Context: an optimization exercise on an open-source flow, tuned for small area. The choices shown serve that exercise and are no tape-out recipe.
In this exercise RTL edits were held to simulation tests only and were not proved equivalent to the original.
The flow treats the clock pin as an ideal source, which a real chip does not have.
Power figures rest on the tool's default switching activity, not on a simulated workload.

// psx_snapshot_block
module psx_snapshot_block (
    input  wire        clk,
    input  wire        rst,
    input  wire [13:0] pins,
    input  wire        rd_start,
    output wire        rd_busy,
    output wire        rd_valid,
    output wire [63:0] rd_data,
    input  wire        st_valid,
    input  wire [2:0]  st_code,
    output wire        indicator,
    output wire [31:0] seq_dbg
);
==> module psx_annunciator, before the edit <==
module psx_annunciator (
    input  wire       clk,
    input  wire       rst,
    input  wire       tick,
    input  wire       st_valid,
    input  wire [2:0] st_code,
    output wire       indicator
);
    localparam [2:0] S_IDLE = 3'd0, S_READY = 3'd1, S_POLLING = 3'd2,
                     S_CONFIG = 3'd3, S_ERROR = 3'd4;
    reg  [2:0] status;
    reg  [5:0] m;
    reg  [2:0] u;
    reg  [2:0] k;
    wire set_change = st_valid && (st_code <= S_ERROR) && (st_code != status);
    wire m_end  = m[5] & m[4] & m[0];                  
    wire blinky = (status == S_POLLING) || (status == S_CONFIG);
    wire paused = k[2] & (k[1] | ~status[0]);          
    wire u_hit  = (status == S_READY) ? (u[1] & u[0]) :    
                  (status == S_ERROR) ? 1'b1 :             
                  !blinky             ? 1'b0 :             
                  paused              ? (u[2] & u[0])      
                                      : u[0];              
    wire fire = tick & m_end & u_hit;
    wire       m_clr = set_change | (tick & m_end);
    wire       u_clr = set_change | fire;
    wire [6:0] mc;
    wire [3:0] uc;
    wire [5:0] m_nx;
    wire [2:0] u_nx;
    assign mc[0] = tick;
    assign uc[0] = tick & m_end;
    genvar i;
    generate
        for (i = 0; i < 6; i = i + 2) begin : g_m
            psx_cnt_pair u_pair (.rst(m_clr), .q(m[i+1:i]), .ci(mc[i]), .d(m_nx[i+1:i]), .co(mc[i+2]));
        end
    endgenerate
    psx_cnt_pair u_u0 (.rst(u_clr), .q(u[1:0]), .ci(uc[0]), .d(u_nx[1:0]), .co(uc[2]));
    psx_cnt_bit0 u_u2 (.rst(u_clr), .q(u[2]), .ci(uc[2]), .d(u_nx[2]), .co(uc[3]));
    always @(posedge clk) begin
        m <= m_nx;
        u <= u_nx;
        if (rst | set_change)
            k <= 3'd0;
        else if (fire)
            k <= (blinky & paused) ? 3'd1 : k + 3'd1;
    end
    always @(posedge clk) begin
        if (rst)
            status <= S_IDLE;
        else if (set_change)
            status <= st_code;
    end
    assign indicator = k[0];
endmodule
export LEC_CHECK = 0
export CAP_MARGIN = 20
export CORE_MARGIN = 2
export CORE_UTILIZATION = 40
export PLACE_DENSITY = 0.8
export SLEW_MARGIN = 20
export SYNTH_HIERARCHICAL = 1
create_clock -name core_clock -period 10.0 [get_ports {clk}]
standard.sh (not shown) runs the stock make flow with config.mk's settings and CLKGATE_MAP_FILE= SYNTH_SCRIPT=/design/flow/synth_recipe.tcl, a recipe that flattens the netlist after the stock synthesis.
==> flow/flow/run.sh <==
#!/bin/bash
# Own layout flow: the standard ORFS flow (standard.sh) with these changes:
#  - synthesis is the standard script (synth_recipe.tcl) with an area-oriented ABC
#    script for the combinational logic; registers are mapped exactly as in the
#    standard synthesis;
#  - the port buffers buffer_ports inserts are the smallest buffer, buf_1;
#  - tie cells are not duplicated per load;
#  - clock tree: no dummy loads; built from clkbuf_4, then the buffers whose
#    flip-flop clock pins would see a high slew are upsized (post_cts.tcl).
# Every tool's full output goes to the ORFS logs under orfs/logs and to
# own_flow.log in this folder.
set -euo pipefail
W=$(cd "$(dirname "$0")/.." && pwd)
F=$W/flow
cd "$W"
{
  printf 'proc abc {args} { set i [lsearch $args -script]; if {$i >= 0} { lset args [expr {$i+1}] %s }; yosys abc {*}$args }\n' "$F/abc_area.script"
  cat "$W/synth_recipe.tcl"
} > "$W/own_synth.tcl"
bash "$W/standard.sh" \
  SYNTH_SCRIPT="$W/own_synth.tcl" \
  BUFFER_PORTS_ARGS="-buffer_cell sky130_fd_sc_hd__buf_1" \
  SKIP_REPAIR_TIE_FANOUT=1 \
  CTS_ARGS="-sink_clustering_enable -repair_clock_nets -dont_use_dummy_load -buf_list sky130_fd_sc_hd__clkbuf_4" \
  POST_CTS_TCL="$F/post_cts.tcl" \
  finish > "$W/own_flow.log" 2>&1
==> flow/flow/abc_area.script <==
strash
ifraig
&get -n
&deepsyn -T 20
&put
strash
&get -n
&dch -f
&nf -R 1000
&put
topo
==> flow/flow/post_cts.tcl <==
estimate_parasitics -placement
set limit 0.112
set up {}
foreach pin [get_pins -hierarchical */CLK] {
  set worst 0
  foreach a {max min} { foreach e {rise fall} {
    set s [get_property $pin slew_${a}_$e]
    if {$s > $worst} { set worst $s }
  } }
  if {$worst > $limit} {
    set drv [get_pins -of_objects [get_nets -of_objects $pin] -filter "direction == output"]
    foreach d $drv {
      set inst [get_property $d full_name]
      set inst [string range $inst 0 [expr {[string last / $inst] - 1}]]
      if {[lsearch $up $inst] < 0} { lappend up $inst }
    }
  }
}
foreach inst $up {
  set c [get_cells $inst]
  set m [get_property $c ref_name]
  puts "post_cts: $inst ($m) drives a clock pin with slew over [expr {$limit * 1000}] ps"
  if {$m eq "sky130_fd_sc_hd__clkbuf_4"} {
    replace_cell $inst sky130_fd_sc_hd__clkbuf_8
  }
}
if {[llength $up]} {
  detailed_placement
  estimate_parasitics -placement
}
The first run produced a clean layout.
Rerun with:
--- a/flow/design.v
+++ b/flow/design.v
@@ -134,17 +134,18 @@
     reg  [5:0] m;
     reg  [2:0] u;
     reg  [2:0] k;
     wire set_change = st_valid && (st_code <= S_ERROR) && (st_code != status);
     wire m_end  = m[5] & m[4] & m[0];                  
-    wire blinky = (status == S_POLLING) || (status == S_CONFIG);
+    wire is_err   = status[2];                         
+    wire blinky   = status[1];                         
+    wire is_ready = ~status[1] & status[0];            
     wire paused = k[2] & (k[1] | ~status[0]);          
-    wire u_hit  = (status == S_READY) ? (u[1] & u[0]) :    
-                  (status == S_ERROR) ? 1'b1 :             
-                  !blinky             ? 1'b0 :             
-                  paused              ? (u[2] & u[0])      
-                                      : u[0];              
+    wire u_hit  = is_err   ? 1'b1 :                    
+                  blinky   ? (paused ? (u[2] & u[0])   
+                                     : u[0])           
+                           : (is_ready & u[1] & u[0]); 
     wire fire = tick & m_end & u_hit;
     wire       m_clr = set_change | (tick & m_end);
     wire       u_clr = set_change | fire;
     wire [6:0] mc;
     wire [3:0] uc;
Combinational power is higher by about 2%.
Setup slack degrades by 56 ps.
Global-route usage grows by 0.16 points.
Cell count goes down by 0.42%.
First-iteration DRC count is lower by 42%.
Register-to-register slack degrades by 60 ps.
Clock power went up by about 5%.
Cell area is about the same.
Wire length went up by 1.3%.
Sequential share of layout area fell by 0.11 points.
Power is higher by 1.3%.
Synthesized area hardly moves.
Via count goes down by 0.54%.
Count of clock-buffer cells in the layout stays the same.

---

## juniper
The RTL this note starts from:
==> flow/design.v <==
module psx_timebase (
    input  wire        clk,
    input  wire        rst,
    output wire [5:0]  ph,
    output wire [30:0] seq_hi,
    output wire        seq_odd,
    output wire        tick
);
    reg        first;
    reg [36:0] cnt;
    wire [37:0] c;
    wire [36:0] d;
    wire hold = first & ph[5] & ~ph[4];
    assign c[0] = ~hold;
    genvar i;
    generate
        for (i = 0; i < 37; i = i + 1) begin : g_bit
            if (i == 2 || i == 4 || i == 5)
                psx_cnt_bit1 u_bit (.rst(rst), .q(cnt[i]), .ci(c[i]), .d(d[i]), .co(c[i+1]));
            else
                psx_cnt_bit0 u_bit (.rst(rst), .q(cnt[i]), .ci(c[i]), .d(d[i]), .co(c[i+1]));
        end
    endgenerate
    always @(posedge clk) begin
        cnt <= d;
        if (rst)
            first <= 1'b1;
        else if (hold)
            first <= 1'b0;
    end
    assign ph      = cnt[5:0];
    assign seq_hi  = cnt[36:6];
    assign seq_odd = ph[5] & ph[4] & (ph[3] | (ph[2] & ph[1] & ph[0]));
    assign tick    = (ph == 6'd51);
endmodule
module psx_cnt_bit0 (
    input  wire rst,
    input  wire q,
    input  wire ci,
    output wire d,
    output wire co
);
    assign co = q & ci;
    assign d  = ~(rst | co | ~(q | ci));
endmodule
module psx_cnt_bit1 (
    input  wire rst,
    input  wire q,
    input  wire ci,
    output wire d,
    output wire co
);
    assign co = q & ci;
    assign d  = ~((~rst & co) | (~rst & ~(q | ci)));
endmodule
module psx_producer (
    input  wire        clk,
    input  wire [13:0] pins,
    input  wire [5:0]  ph,
    output reg  [13:0] level
);
    always @(posedge clk) begin
        if (ph == 6'd52)
            level <= pins;
    end
endmodule
module psx_consumer (
    input  wire        clk,
    input  wire        rst,
    input  wire        rd_start,
    input  wire [5:0]  ph,
    input  wire        seq_odd,
    input  wire [13:0] level,
    output wire        rd_busy,
    output wire        rd_valid,
    output reg  [13:0] res
);
    localparam [3:0] C_NONE = 4'd0, C_DONE = 4'd1,
                     C_B1 = 4'd8,  C_B2 = 4'd9,  C_B3 = 4'd10, C_B4 = 4'd11,
                     C_B5 = 4'd12, C_B6 = 4'd13, C_B7 = 4'd14, C_B8 = 4'd15,
                     C_B9 = 4'd2,  C_B10 = 4'd3;
    reg [3:0] st, nx;
    wire ph_ok = ~seq_odd & (ph[5] | ph[4] | (ph[3] & (ph[2] | ph[1] | ph[0])));
    always @* begin
        case (st)
            C_NONE, C_DONE: nx = rd_start ? C_B1 : st;
            C_B1:  nx = C_B2;
            C_B2:  nx = C_B3;
            C_B3:  nx = C_B4;
            C_B4:  nx = C_B5;
            C_B5:  nx = C_B6;
            C_B6:  nx = C_B7;
            C_B7:  nx = C_B8;
            C_B8:  nx = C_B9;
            C_B9:  nx = C_B10;
            C_B10: nx = ph_ok ? C_DONE : C_B10;
            default: nx = C_NONE;
        endcase
    end
    always @(posedge clk) begin
        if (rst)
            st <= C_NONE;
        else
            st <= nx;
    end
    always @(posedge clk) begin
        if (!rd_valid && !(ph[5] & ph[4]))
            res <= level;
    end
    assign rd_valid = (st == C_DONE);
    assign rd_busy  = (st != C_NONE) && (st != C_DONE);
endmodule
module psx_annunciator (
    input  wire       clk,
    input  wire       rst,
    input  wire       tick,
    input  wire       st_valid,
    input  wire [2:0] st_code,
    output wire       indicator
);
    localparam [2:0] S_IDLE = 3'd0, S_READY = 3'd1, S_POLLING = 3'd2,
                     S_CONFIG = 3'd3, S_ERROR = 3'd4;
    reg  [2:0] status;
    reg  [5:0] m;
    reg  [2:0] u;
    reg  [2:0] k;
    wire set_change = st_valid && (st_code <= S_ERROR) && (st_code != status);
    wire m_end  = m[5] & m[4] & m[0];                  
    wire blinky = (status == S_POLLING) || (status == S_CONFIG);
    wire paused = k[2] & (k[1] | ~status[0]);          
    wire u_hit  = (status == S_READY) ? (u[1] & u[0]) :    
                  (status == S_ERROR) ? 1'b1 :             
                  !blinky             ? 1'b0 :             
                  paused              ? (u[2] & u[0])      
                                      : u[0];              
    wire fire = tick & m_end & u_hit;
    wire       m_clr = set_change | (tick & m_end);
    wire       u_clr = set_change | fire;
    wire [6:0] mc;
    wire [3:0] uc;
    wire [5:0] m_nx;
    wire [2:0] u_nx;
    assign mc[0] = tick;
    assign uc[0] = tick & m_end;
    genvar i;
    generate
        for (i = 0; i < 6; i = i + 1) begin : g_m
            psx_cnt_bit0 u_bit (.rst(m_clr), .q(m[i]), .ci(mc[i]), .d(m_nx[i]), .co(mc[i+1]));
        end
        for (i = 0; i < 3; i = i + 1) begin : g_u
            psx_cnt_bit0 u_bit (.rst(u_clr), .q(u[i]), .ci(uc[i]), .d(u_nx[i]), .co(uc[i+1]));
        end
    endgenerate
    always @(posedge clk) begin
        m <= m_nx;
        u <= u_nx;
        if (rst | set_change)
            k <= 3'd0;
        else if (fire)
            k <= (blinky & paused) ? 3'd1 : k + 3'd1;
    end
    always @(posedge clk) begin
        if (rst)
            status <= S_IDLE;
        else if (set_change)
            status <= st_code;
    end
    assign indicator = k[0];
endmodule
module psx_snapshot_block (
    input  wire        clk,
    input  wire        rst,
    input  wire [13:0] pins,
    input  wire        rd_start,
    output wire        rd_busy,
    output wire        rd_valid,
    output wire [63:0] rd_data,
    input  wire        st_valid,
    input  wire [2:0]  st_code,
    output wire        indicator,
    output wire [31:0] seq_dbg
);
    wire [5:0]  ph;
    wire [30:0] seq_hi;
    wire        seq_odd;
    wire        tick;
    wire [13:0] level;
    wire [13:0] L;
    psx_timebase u_timebase (
        .clk     (clk),
        .rst     (rst),
        .ph      (ph),
        .seq_hi  (seq_hi),
        .seq_odd (seq_odd),
        .tick    (tick)
    );
    psx_producer u_producer (
        .clk   (clk),
        .pins  (pins),
        .ph    (ph),
        .level (level)
    );
    psx_consumer u_consumer (
        .clk      (clk),
        .rst      (rst),
        .rd_start (rd_start),
        .ph       (ph),
        .seq_odd  (seq_odd),
        .level    (level),
        .rd_busy  (rd_busy),
        .rd_valid (rd_valid),
        .res      (L)
    );
    psx_annunciator u_annunciator (
        .clk       (clk),
        .rst       (rst),
        .tick      (tick),
        .st_valid  (st_valid),
        .st_code   (st_code),
        .indicator (indicator)
    );
    assign rd_data[7:0]   = {L[10], L[9], L[11], L[8], L[12], 1'b1, 1'b1, L[13]};
    assign rd_data[15:8]  = {L[3], L[1], L[0], L[2], L[5], L[4], L[7], L[6]};
    assign rd_data[23:16] = {8{~L[6]}};
    assign rd_data[31:24] = {8{~L[7]}};
    assign rd_data[63:32] = 32'h80808080;
    assign seq_dbg = {seq_hi, seq_odd};
endmodule
clock: 10.0 ns
lec_check: 0
cap_margin: 20
core_margin: 2
core_utilization: 40
slew_margin: 20
synth_hierarchical: 1
Scripts as last shown in full above: flow/flow/run.sh, flow/flow/abc_area.script, flow/flow/post_cts.tcl
The inputs of zinc differ from those of juniper as listed below.
diff --git a/flow/design.v b/flow/design.v
--- a/flow/design.v
+++ b/flow/design.v
@@ -14,13 +14,17 @@
     assign c[0] = ~hold;
     genvar i;
     generate
-        for (i = 0; i < 37; i = i + 1) begin : g_bit
-            if (i == 2 || i == 4 || i == 5)
-                psx_cnt_bit1 u_bit (.rst(rst), .q(cnt[i]), .ci(c[i]), .d(d[i]), .co(c[i+1]));
-            else
-                psx_cnt_bit0 u_bit (.rst(rst), .q(cnt[i]), .ci(c[i]), .d(d[i]), .co(c[i+1]));
+        for (i = 0; i < 36; i = i + 2) begin : g_pair
+            psx_cnt_pair #(.RV((i == 4) ? 2'b11 : (i == 2) ? 2'b01 : 2'b00)) u_pair (
+                .rst (rst),
+                .q   (cnt[i+1:i]),
+                .ci  (c[i]),
+                .d   (d[i+1:i]),
+                .co  (c[i+2])
+            );
         end
     endgenerate
+    psx_cnt_bit0 u_top (.rst(rst), .q(cnt[36]), .ci(c[36]), .d(d[36]), .co(c[37]));
     always @(posedge clk) begin
         cnt <= d;
         if (rst)
@@ -43,15 +47,21 @@
     assign co = q & ci;
     assign d  = ~(rst | co | ~(q | ci));
 endmodule
-module psx_cnt_bit1 (
-    input  wire rst,
-    input  wire q,
-    input  wire ci,
-    output wire d,
-    output wire co
-);
-    assign co = q & ci;
-    assign d  = ~((~rst & co) | (~rst & ~(q | ci)));
+module psx_cnt_pair #(
+    parameter [1:0] RV = 2'b00
+) (
+    input  wire       rst,
+    input  wire [1:0] q,
+    input  wire       ci,
+    output wire [1:0] d,
+    output wire       co
+);
+    wire c1 = q[0] & ci;
+    assign co = q[1] & c1;
+    assign d[0] = RV[0] ? ~((~rst & c1) | (~rst & ~(q[0] | ci)))
+                        : ~(rst | c1 | ~(q[0] | ci));
+    assign d[1] = RV[1] ? ~((~rst & co) | (~rst & ~(q[1] | c1)))
+                        : ~(rst | co | ~(q[1] | c1));
 endmodule
 module psx_producer (
     input  wire        clk,
@@ -144,13 +154,12 @@
     assign uc[0] = tick & m_end;
     genvar i;
     generate
-        for (i = 0; i < 6; i = i + 1) begin : g_m
-            psx_cnt_bit0 u_bit (.rst(m_clr), .q(m[i]), .ci(mc[i]), .d(m_nx[i]), .co(mc[i+1]));
-        end
-        for (i = 0; i < 3; i = i + 1) begin : g_u
-            psx_cnt_bit0 u_bit (.rst(u_clr), .q(u[i]), .ci(uc[i]), .d(u_nx[i]), .co(uc[i+1]));
+        for (i = 0; i < 6; i = i + 2) begin : g_m
+            psx_cnt_pair u_pair (.rst(m_clr), .q(m[i+1:i]), .ci(mc[i]), .d(m_nx[i+1:i]), .co(mc[i+2]));
         end
     endgenerate
+    psx_cnt_pair u_u0 (.rst(u_clr), .q(u[1:0]), .ci(uc[0]), .d(u_nx[1:0]), .co(uc[2]));
+    psx_cnt_bit0 u_u2 (.rst(u_clr), .q(u[2]), .ci(uc[2]), .d(u_nx[2]), .co(uc[3]));
     always @(posedge clk) begin
         m <= m_nx;
         u <= u_nx;
Findings:
Share of the clock period used by the worst path after layout delta for zinc relative to juniper: 23 points lower
[diff] wire length, zinc relative to juniper: regression
Per the comparison of zinc with juniper, area of the die fell by about 0.8%, hold slack has decreased, number of logic stages on the critical path including buffering shrank by 46%, clock network fraction of total power has decreased.
Compare juniper and zinc | actual slew at the worst max-slew pin higher: juniper

[port drivers added, routing unchanged]
Ports are ideal in the flow. The routed layouts listed here were re-timed in OpenROAD.
Step 1, drivers: a clkbuf_16 drives clk and a buf_2 each remaining input, both assumed.
Step 2 adds t to the input delays and takes it off the output delays; t is the mean of the earliest and latest rising clock arrival at the registers after step 1. Input paths then give back, and output paths get back, about the clock's delay inside the block.
a / b / c = ideal ports / drivers / drivers and shift; a / b = the first two.
| run | shift t [ns] | setup slack, ns | worst setup path after step 2 | slew at the worst register clock pin (ns) | pins driven straight from the clock port |
|---|---|---|---|---|---|
| the first run of note 1 | 0.415 | 4.420 / 4.420 / 4.420 | register to register | 0.10 / 0.10 | 1 |
| the second run of note 1 | 0.430 | 4.363 / 4.364 / 4.364 | register to register | 0.10 / 0.10 | 1 |
| juniper | 0.423 | 2.088 / 2.088 / 2.088 | register to register | 0.10 / 0.10 | 1 |
| zinc | 0.418 | 4.409 / 4.409 / 4.409 | register to register | 0.11 / 0.11 | 1 |
After both steps every run listed still meets setup and hold.
